Source: an optimization exercise on an open RTL-to-GDS flow (aim: a short achievable clock period and few clock cycles per item). Production flows keep margins and buffers that such runs may drop. RTL that was checked went through simulation tests only; none was proved equivalent to the original. The clock input has no modelled driver; a real chip could not lean on it and would need a root buffer or a full tree. Power figures rest on the tool's default switching activity, not on a simulated workload.

==> inputs of v9 <==
==> flow/design.v <==
module hesch_ucode (
    input  wire [7:0] b,
    output wire [6:0] alu,
    output wire [3:0] sl,
    output wire [3:0] sr,
    output wire       wr
);
    wire [3:0] op = b[3:0];
    assign alu[0] = op[2:0] == 3'd0;
    assign alu[1] = op[2:0] == 3'd1;
    assign alu[2] = op[2:0] == 3'd2;
    assign alu[3] = op[2:0] == 3'd3;
    assign alu[4] = op[2:0] == 3'd4;
    assign alu[5] = op[2:0] == 3'd6;
    assign alu[6] = op[2:0] == 3'd7;
    assign sl = 4'b0001 << b[7:6];
    assign sr = 4'b0001 << b[5:4];
    assign wr = !op[3] && op != 4'd5;
endmodule
module hesch_alu (
    input  wire [6:0] op,
    input  wire [7:0] l,
    input  wire [7:0] r,
    output wire [7:0] y
);
    wire [7:0] sum, dif;
    hesch_alu_add u_add (.a(l), .b(r),  .cin(1'b0), .s(sum));
    hesch_alu_add u_sub (.a(l), .b(~r), .cin(1'b1), .s(dif));
    assign y = ({8{op[0]}} & sum)
             | ({8{op[1]}} & dif)
             | ({8{op[2]}} & (l & r))
             | ({8{op[3]}} & (l | r))
             | ({8{op[4]}} & (l ^ r))
             | ({8{op[5]}} & {l[6:0], 1'b0})
             | ({8{op[6]}} & {1'b0, l[7:1]});
endmodule
module hesch_alu_add (
    input  wire [7:0] a,
    input  wire [7:0] b,
    input  wire       cin,
    output wire [7:0] s
);
    wire [7:0] p0 = a ^ b;
    wire [7:0] g0 = a & b;
    wire [7:0] g1, p1, g2, p2, g3, p3;
    assign g1[0] = g0[0] | (p0[0] & cin);
    assign p1[0] = 1'b0;
    genvar i;
    generate
        for (i = 1; i < 8; i = i + 1) begin : l1
            assign g1[i] = g0[i] | (p0[i] & (i == 1 ? (g0[0] | (p0[0] & cin)) : g0[i-1]));
            assign p1[i] = (i == 1) ? 1'b0 : (p0[i] & p0[i-1]);
        end
        for (i = 0; i < 8; i = i + 1) begin : l2
            if (i < 2) begin : lo
                assign g2[i] = g1[i];
                assign p2[i] = 1'b0;
            end else begin : hi
                assign g2[i] = g1[i] | (p1[i] & g1[i-2]);
                assign p2[i] = p1[i] & p1[i-2];
            end
        end
        for (i = 0; i < 8; i = i + 1) begin : l3
            if (i < 4) begin : lo
                assign g3[i] = g2[i];
                assign p3[i] = 1'b0;
            end else begin : hi
                assign g3[i] = g2[i] | (p2[i] & g2[i-4]);
                assign p3[i] = p2[i] & p2[i-4];
            end
        end
    endgenerate
    assign s = p0 ^ {g3[6:0], cin};
endmodule
module hesch_cpu (
    input  wire       clk,
    input  wire       rst,
    output wire [7:0] mem_addr,
    input  wire [7:0] mem_rdata,
    output wire       mem_we,
    output wire [7:0] mem_wdata,
    output wire       out_valid,
    output wire [7:0] out_data,
    output wire       halted,
    output wire       fault
);
    reg  [7:0] addr;
    reg  [7:0] ir;
    reg        k_opc, k_movo, k_jmpo;
    reg  [6:0] d_alu;
    reg  [3:0] d_sl, d_sr;
    reg        d_wr;
    reg        wr_q;
    reg        aw_q;       
    reg        ks_opc, ks_movo, ks_jmpo;
    reg        halted_q;
    reg        fault_q;
    reg  [7:0] ra, rb, rc, rd;
    reg  [7:0] bank;
    reg        we_q;
    reg        ov_q;
    reg  [7:0] data_q;
    wire [7:0] b = mem_rdata;
    wire [7:0] addr_inc = addr + 8'd1;
    wire [3:0] op     = ir[3:0];
    wire       i_mov  = op == 4'd8;
    wire       i_jmp  = op == 4'd9;
    wire       i_stop = op[3] && op[2] && (op[1] || op[0]);
    wire       e_stop = k_opc && i_stop;
    wire [3:0] dst    = ir[7:4];
    wire       m_pc   = k_movo && dst == 4'd4;
    wire       m_mem  = k_movo && dst == 4'd5 && ir[2:0] != 3'd5;
    wire       m_out  = k_movo && dst == 4'd9;
    wire       m_bank = k_movo && dst == 4'd7;
    wire [3:0] m_reg  = k_movo ? ((5'b00001 << dst) & 5'b01111) : 4'b0000;
    wire [3:0] a_reg  = (k_opc && d_wr) ? d_sl : 4'b0000;
    wire f_movo = k_opc && i_mov;
    wire f_jmpo = k_opc && i_jmp;
    wire f_opc  = !(f_movo || f_jmpo || e_stop || m_pc);
    wire n_opc  = !halted_q && !wr_q && (aw_q ? ks_opc  : f_opc);
    wire n_movo = !halted_q && !wr_q && (aw_q ? ks_movo : f_movo);
    wire n_jmpo = !halted_q && !wr_q && (aw_q ? ks_jmpo : f_jmpo);
    reg [7:0] src;
    always @(*) begin
        case (ir[2:0])
            3'd0:    src = ra;
            3'd1:    src = rb;
            3'd2:    src = rc;
            3'd3:    src = rd;
            3'd4:    src = addr;
            3'd5:    src = ir;
            3'd6:    src = ra;
            default: src = bank;
        endcase
    end
    wire [7:0] op_l = ({8{d_sl[0]}} & ra) | ({8{d_sl[1]}} & rb) |
                      ({8{d_sl[2]}} & rc) | ({8{d_sl[3]}} & rd);
    wire [7:0] op_r = ({8{d_sr[0]}} & ra) | ({8{d_sr[1]}} & rb) |
                      ({8{d_sr[2]}} & rc) | ({8{d_sr[3]}} & rd);
    wire [7:0] alu_y;
    hesch_alu u_alu (
        .op (d_alu),
        .l  (op_l),
        .r  (op_r),
        .y  (alu_y)
    );
    wire [6:0] b_alu;
    wire [3:0] b_sl, b_sr;
    wire       b_wr;
    hesch_ucode u_dec (
        .b   (b),
        .alu (b_alu),
        .sl  (b_sl),
        .sr  (b_sr),
        .wr  (b_wr)
    );
    assign mem_addr  = addr;
    assign mem_we    = we_q;
    assign mem_wdata = data_q;
    assign out_valid = ov_q;
    assign out_data  = data_q;
    assign halted    = halted_q;
    assign fault     = fault_q;
    always @(posedge clk) begin
        ir     <= b;
        d_alu  <= b_alu;
        d_sl   <= b_sl;
        d_sr   <= b_sr;
        d_wr   <= b_wr;
        data_q <= src;
        if (wr_q) begin
            ks_opc  <= f_opc && !halted_q;
            ks_movo <= f_movo && !halted_q;
            ks_jmpo <= f_jmpo && !halted_q;
        end
    end
    always @(posedge clk) begin
        if (rst) begin
            addr     <= 8'h00;
            k_opc    <= 1'b0;
            k_movo   <= 1'b0;
            k_jmpo   <= 1'b0;
            wr_q     <= 1'b0;
            aw_q     <= 1'b0;
            halted_q <= 1'b0;
            fault_q  <= 1'b0;
            ra       <= 8'h00;
            rb       <= 8'h00;
            rc       <= 8'h00;
            rd       <= 8'h00;
            bank     <= 8'h00;
            we_q     <= 1'b0;
            ov_q     <= 1'b0;
        end else begin
            k_opc  <= n_opc;
            k_movo <= n_movo;
            k_jmpo <= n_jmpo;
            wr_q   <= m_mem;
            aw_q   <= wr_q;
            we_q   <= m_mem;
            ov_q   <= m_out;
            if (e_stop) begin
                halted_q <= 1'b1;
                fault_q  <= op[1];
            end
            if (a_reg[0]) ra <= alu_y; else if (m_reg[0]) ra <= src;
            if (a_reg[1]) rb <= alu_y; else if (m_reg[1]) rb <= src;
            if (a_reg[2]) rc <= alu_y; else if (m_reg[2]) rc <= src;
            if (a_reg[3]) rd <= alu_y; else if (m_reg[3]) rd <= src;
            if (m_bank) bank <= src;
            if (n_jmpo)
                addr <= b;
            else if (m_pc)
                addr <= src;
            else if (m_mem)
                addr <= addr - 8'd1;    
            else if (wr_q)
                addr <= addr + 8'd2;    
            else
                addr <= addr_inc;
        end
    end
endmodule
==> flow/flow/run.sh <==
#!/bin/bash
# The standard layout, with two changes to how it is made:
#  - repair_timing is asked for extra setup margin, so that it keeps
#    improving paths well past what the 10 ns clock needs;
#  - after clock-tree synthesis, the tree is rebuilt as one level of four
#    equal clkbuf_16 buffers, each driving the registers of one quarter of
#    the core (flow/post_cts.tcl), and timing is repaired again.
set -euo pipefail
MARGIN=$(cat flow/margin.txt)
bash standard.sh finish SETUP_SLACK_MARGIN=$MARGIN POST_CTS_TCL=$PWD/flow/post_cts.tcl > flow_make.log 2>&1
==> flow/flow/margin.txt <==
7.5
==> flow/flow/post_cts.tcl <==
# Rebuild the clock tree as clk -> 4 x clkbuf_16 -> registers.
set block [ord::get_db_block]
set clk_net [$block findNet clk]

# the tree TritonCTS built: buffers and dummy loads reached from clk
set tree_insts {}
set tree_nets {}
set sinks {}
set todo [list $clk_net]
while {[llength $todo] > 0} {
  set net [lindex $todo 0]
  set todo [lrange $todo 1 end]
  foreach it [$net getITerms] {
    if {![$it isInputSignal] && [$it getIoType] ne "INPUT"} { continue }
    set inst [$it getInst]
    set mname [[$inst getMaster] getName]
    if {[string match "sky130_fd_sc_hd__clkbuf_*" $mname] || [string match "sky130_fd_sc_hd__clkinv_*" $mname]} {
      lappend tree_insts $inst
      foreach ot [$inst getITerms] {
        if {[$ot getIoType] eq "OUTPUT" && [$ot getNet] ne "NULL"} {
          lappend tree_nets [$ot getNet]
          lappend todo [$ot getNet]
        }
      }
    } else {
      lappend sinks $it
    }
  }
}
puts "post_cts: [llength $tree_insts] tree cells, [llength $sinks] sinks"

foreach it $sinks { $it disconnect }
foreach inst $tree_insts { odb::dbInst_destroy $inst }
foreach net $tree_nets { odb::dbNet_destroy $net }

# split the sinks into four groups of equal size: by x, then each half by y
proc sink_xy {it} {
  set box [[$it getInst] getBBox]
  return [list [expr {([$box xMin] + [$box xMax]) / 2}] [expr {([$box yMin] + [$box yMax]) / 2}]]
}
set items {}
foreach it $sinks { lappend items [concat [list $it] [sink_xy $it]] }
set items [lsort -integer -index 1 $items]
set n [llength $items]
set half [expr {$n / 2}]
set groups {}
foreach part [list [lrange $items 0 [expr {$half - 1}]] [lrange $items $half end]] {
  set part [lsort -integer -index 2 $part]
  set m [llength $part]
  set h [expr {$m / 2}]
  lappend groups [lrange $part 0 [expr {$h - 1}]] [lrange $part $h end]
}

set master [[ord::get_db] findMaster sky130_fd_sc_hd__clkbuf_16]
set k 0
foreach g $groups {
  set sx 0; set sy 0
  foreach e $g { incr sx [lindex $e 1]; incr sy [lindex $e 2] }
  set cx [expr {$sx / [llength $g]}]
  set cy [expr {$sy / [llength $g]}]
  set buf [odb::dbInst_create $block $master "clkbuf_q$k"]
  $buf setLocation [expr {$cx - 2000}] [expr {$cy - 1360}]
  $buf setPlacementStatus PLACED
  set net [odb::dbNet_create $block "clknet_q$k"]
  $net setSigType CLOCK
  [$buf findITerm A] connect $clk_net
  [$buf findITerm X] connect $net
  foreach e $g { [lindex $e 0] connect $net }
  puts "post_cts: clkbuf_q$k at $cx $cy drives [llength $g] sinks"
  incr k
}

detailed_placement
estimate_parasitics -placement
repair_timing_helper
detailed_placement
check_placement -verbose
report_clock_skew
==> flow/standard.sh <==
#!/bin/bash
# synth_recipe.tcl (not shown) runs the flow's synth.tcl, then flattens the netlist and writes it again
# the make line also repeats each setting of config.mk as NAME=value (left out here)
make -C /OpenROAD-flow-scripts/flow DESIGN_CONFIG=/design/flow/config.mk WORK_HOME=/design/flow/orfs CLKGATE_MAP_FILE= SYNTH_SCRIPT=/design/flow/synth_recipe.tcl "${@:-finish}"
==> flow/config.mk <==
export PLATFORM = sky130hd
export DESIGN_NAME = hesch_cpu
export DESIGN_NICKNAME = hesch_cpu
export VERILOG_FILES = /design/flow/design.v
export SDC_FILE = /design/flow/constraint.sdc
export NUM_CORES = 4
export LEC_CHECK = 0
export CAP_MARGIN = 20
export CORE_MARGIN = 2
export CORE_UTILIZATION = 40
export PLACE_DENSITY = 0.75
export SLEW_MARGIN = 20
==> flow/constraint.sdc <==
create_clock -name core_clock -period 10.0 [get_ports {clk}]
set_input_delay 2.0000 -clock core_clock [delete_from_list [all_inputs] [get_ports {clk}]]
set_output_delay 2.0000 -clock core_clock [all_outputs]
set_load 0.01 [all_outputs]
==> v10: changes against v9 <==
==> flow/design.v, changed modules only <==
module hesch_cpu (
    input  wire       clk,
    input  wire       rst,
    output wire [7:0] mem_addr,
    input  wire [7:0] mem_rdata,
    output wire       mem_we,
    output wire [7:0] mem_wdata,
    output wire       out_valid,
    output wire [7:0] out_data,
    output wire       halted,
    output wire       fault
);
    reg  [7:0] addr;
    reg  [7:0] pa;         
    reg  [7:0] ret;        
    reg  [7:0] ir;
    reg        k_opc, k_movo, k_jmpo;
    reg  [6:0] d_alu;
    reg  [3:0] d_sl;
    reg  [4:0] s_l, s_r;   
    reg        d_wr;
    reg        wr_q;
    reg        aw_q;       
    reg        ks_opc, ks_movo, ks_jmpo;
    reg        halted_q;
    reg        fault_q;
    reg  [7:0] ra, rb, rc, rd;
    reg  [7:0] y_q;
    reg  [3:0] y_w;        
    reg  [7:0] bank;
    reg        we_q;
    reg        ov_q;
    reg  [7:0] data_q;
    wire [7:0] b = mem_rdata;
    wire [7:0] addr_inc = addr + 8'd1;
    wire [3:0] op     = ir[3:0];
    wire       i_mov  = op == 4'd8;
    wire       i_jmp  = op == 4'd9;
    wire       i_stop = op[3] && op[2] && (op[1] || op[0]);
    wire       e_stop = k_opc && i_stop;
    wire [3:0] dst    = ir[7:4];
    wire       m_pc   = k_movo && dst == 4'd4;
    wire       m_mem  = k_movo && dst == 4'd5 && ir[2:0] != 3'd5;
    wire       m_out  = k_movo && dst == 4'd9;
    wire       m_bank = k_movo && dst == 4'd7;
    wire [3:0] m_reg  = k_movo ? ((5'b00001 << dst) & 5'b01111) : 4'b0000;
    wire [3:0] a_reg  = (k_opc && d_wr) ? d_sl : 4'b0000;
    wire f_movo = k_opc && i_mov;
    wire f_jmpo = k_opc && i_jmp;
    wire f_opc  = !(f_movo || f_jmpo || e_stop || m_pc);
    wire n_opc  = !halted_q && !wr_q && (aw_q ? ks_opc  : f_opc);
    wire n_movo = !halted_q && !wr_q && (aw_q ? ks_movo : f_movo);
    wire n_jmpo = !halted_q && !wr_q && (aw_q ? ks_jmpo : f_jmpo);
    wire [7:0] va = y_w[0] ? y_q : ra;
    wire [7:0] vb = y_w[1] ? y_q : rb;
    wire [7:0] vc = y_w[2] ? y_q : rc;
    wire [7:0] vd = y_w[3] ? y_q : rd;
    reg [7:0] src;
    always @(*) begin
        case (ir[2:0])
            3'd0:    src = va;
            3'd1:    src = vb;
            3'd2:    src = vc;
            3'd3:    src = vd;
            3'd4:    src = addr;
            3'd5:    src = ir;
            3'd6:    src = va;
            default: src = bank;
        endcase
    end
    wire [7:0] op_l = ({8{s_l[0]}} & ra) | ({8{s_l[1]}} & rb) |
                      ({8{s_l[2]}} & rc) | ({8{s_l[3]}} & rd) |
                      ({8{s_l[4]}} & y_q);
    wire [7:0] op_r = ({8{s_r[0]}} & ra) | ({8{s_r[1]}} & rb) |
                      ({8{s_r[2]}} & rc) | ({8{s_r[3]}} & rd) |
                      ({8{s_r[4]}} & y_q);
    wire [7:0] alu_y;
    hesch_alu u_alu (
        .op (d_alu),
        .l  (op_l),
        .r  (op_r),
        .y  (alu_y)
    );
    wire [6:0] b_alu;
    wire [3:0] b_sl, b_sr;
    wire       b_wr;
    hesch_ucode u_dec (
        .b   (b),
        .alu (b_alu),
        .sl  (b_sl),
        .sr  (b_sr),
        .wr  (b_wr)
    );
    assign mem_addr  = addr;
    assign mem_we    = we_q;
    assign mem_wdata = data_q;
    assign out_valid = ov_q;
    assign out_data  = data_q;
    assign halted    = halted_q;
    assign fault     = fault_q;
    always @(posedge clk) begin
        ir     <= b;
        d_alu  <= b_alu;
        d_sl   <= b_sl;
        s_l    <= |(a_reg & b_sl) ? 5'b10000 : {1'b0, b_sl};
        s_r    <= |(a_reg & b_sr) ? 5'b10000 : {1'b0, b_sr};
        y_q    <= alu_y;
        d_wr   <= b_wr;
        pa     <= addr;
        ret    <= addr_inc;
        data_q <= src;
        if (wr_q) begin
            ks_opc  <= f_opc && !halted_q;
            ks_movo <= f_movo && !halted_q;
            ks_jmpo <= f_jmpo && !halted_q;
        end
    end
    always @(posedge clk) begin
        if (rst) begin
            addr     <= 8'h00;
            k_opc    <= 1'b0;
            k_movo   <= 1'b0;
            k_jmpo   <= 1'b0;
            wr_q     <= 1'b0;
            aw_q     <= 1'b0;
            halted_q <= 1'b0;
            fault_q  <= 1'b0;
            y_w      <= 4'b0000;
            ra       <= 8'h00;
            rb       <= 8'h00;
            rc       <= 8'h00;
            rd       <= 8'h00;
            bank     <= 8'h00;
            we_q     <= 1'b0;
            ov_q     <= 1'b0;
        end else begin
            k_opc  <= n_opc;
            k_movo <= n_movo;
            k_jmpo <= n_jmpo;
            wr_q   <= m_mem;
            aw_q   <= wr_q;
            we_q   <= m_mem;
            ov_q   <= m_out;
            if (e_stop) begin
                halted_q <= 1'b1;
                fault_q  <= op[1];
            end
            y_w <= a_reg;
            if (m_reg[0]) ra <= src; else if (y_w[0]) ra <= y_q;
            if (m_reg[1]) rb <= src; else if (y_w[1]) rb <= y_q;
            if (m_reg[2]) rc <= src; else if (y_w[2]) rc <= y_q;
            if (m_reg[3]) rd <= src; else if (y_w[3]) rd <= y_q;
            if (m_bank) bank <= src;
            if (n_jmpo)
                addr <= b;
            else if (m_pc)
                addr <= src;
            else if (m_mem)
                addr <= pa;
            else if (wr_q)
                addr <= ret;
            else
                addr <= addr_inc;
        end
    end
endmodule
==> flow/flow/run.sh (replaced) <==
#!/bin/bash
# The standard layout, with repair_timing asked for extra setup margin so
# that it keeps improving paths well past the 10 ns the clock needs.
set -euo pipefail
MARGIN=$(cat flow/margin.txt)
bash standard.sh finish SETUP_SLACK_MARGIN=$MARGIN > flow_make.log 2>&1
==> flow/flow/margin.txt (replaced) <==
7.2
PLACE_DENSITY = 0.6   (was 0.75)
removed: flow/flow/post_cts.tcl
==> notes <==
In v9 the synthesized cell count is smaller than in v10, by about 1.6%.
First-iteration DRC count: v10 is higher than v9 (about 22%).
In v9 the maximum frequency is higher than in v10, by about 9%.
Die area: v9 is smaller than v10 (12%).
Flip-flop and latch count: v10 is higher than v9 (34).
Against v9, the routed wire length of v10 is larger by about 8%.
Setup slack: v9 is better than v10 (0.25 ns).
In v9 the register-to-register slack is higher than in v10, by 0.12 ns.
Sequential share of layout area: v9 is lower than v10 (6.0 points).
Between v9 and v10, the lower final cell count is in v9 (gap about 5.4%, measured against v10).
In v9 the hold slack is higher than in v10, by 0.0078 ns.
==> figures <==
Result of the run: v9 finished clean; v10 finished clean
Crit share post-route: v9 26.5%; v10 29.0%
Standard cell area after detailed placement: v9 6050 um2; v10 6850 um2
Metal2 WL: v9 8180 um; v10 9080 um
Layout cells sized above 1: v9 28.8%; v10 18.1%
Multi-input combinational cell count: v9 526; v10 513
Post-layout utilization of the core: v9 50.6%; v10 48.7%
Via count of the first global-routing pass: v9 5250; v10 5546
Area fraction in compound gates after synthesis: v9 25.5%; v10 20.4%
IR drop worst, VDD: v9 97.7 uV; v10 117 uV
Leakage dissipation: v9 2.54 nW; v10 3.06 nW
Met1 track demand over resource in global routing: v9 30.4%; v10 27.9%
Measured slew at the worst slew-check pin: v9 0.994 ns; v10 0.714 ns
Count of nets after finishing: v9 780; v10 785
Total area of multi-input combinational cells: v9 3820 um2; v10 3570 um2
Internal Dissipation: v9 0.000558 W; v10 0.000955 W
Post-detailed-routing wire length: v9 17100 um; v10 18500 um
Die footprint: v9 15100 um2; v10 17200 um2
Area of the mapped netlist: v9 5650 um2; v10 6460 um2
Post-detail-place hpwl: v9 11700 um; v10 13400 um
Max-slew headroom: v9 33.2%; v10 52.3%
Hold worst-path end: v9 fault_q; v10 bank[1]
Pin count of the biggest net entering global routing: v9 57; v10 68
Testbench counts of v9, summed over its fixed seeds: cycles 14,206, instructions 9,586.
The RTL of v10 was laid out without a check of its function.

-- port drivers added, routing unchanged --
Ports are ideal in the flow. The routed layouts listed here were re-timed in OpenROAD.
Step 1, drivers: a clkbuf_16 drives clk and a buf_2 each remaining input, both assumed.
Step 2, shift: input delay + t, output delay - t, t = (earliest + latest rising clock arrival at the registers) / 2. This alone moves slack from input paths to output paths.
a / b / c = ideal ports / drivers / drivers and shift; a / b = the first two.
| run | t, ns | slack for setup (ns) | latest minus earliest clock arrival (ns) |
|---|---|---|---|
| v9 | 0.247 | 7.347 / 7.262 / 7.320 | 0.018 / 0.017 |
| v10 | 0.459 | 7.101 / 7.063 / 6.839 | 0.011 / 0.010 |
After both steps every run listed still meets setup and hold. The setup slack of v10, which loses most, moves by -0.038 ns with the drivers and by -0.262 ns with both steps.
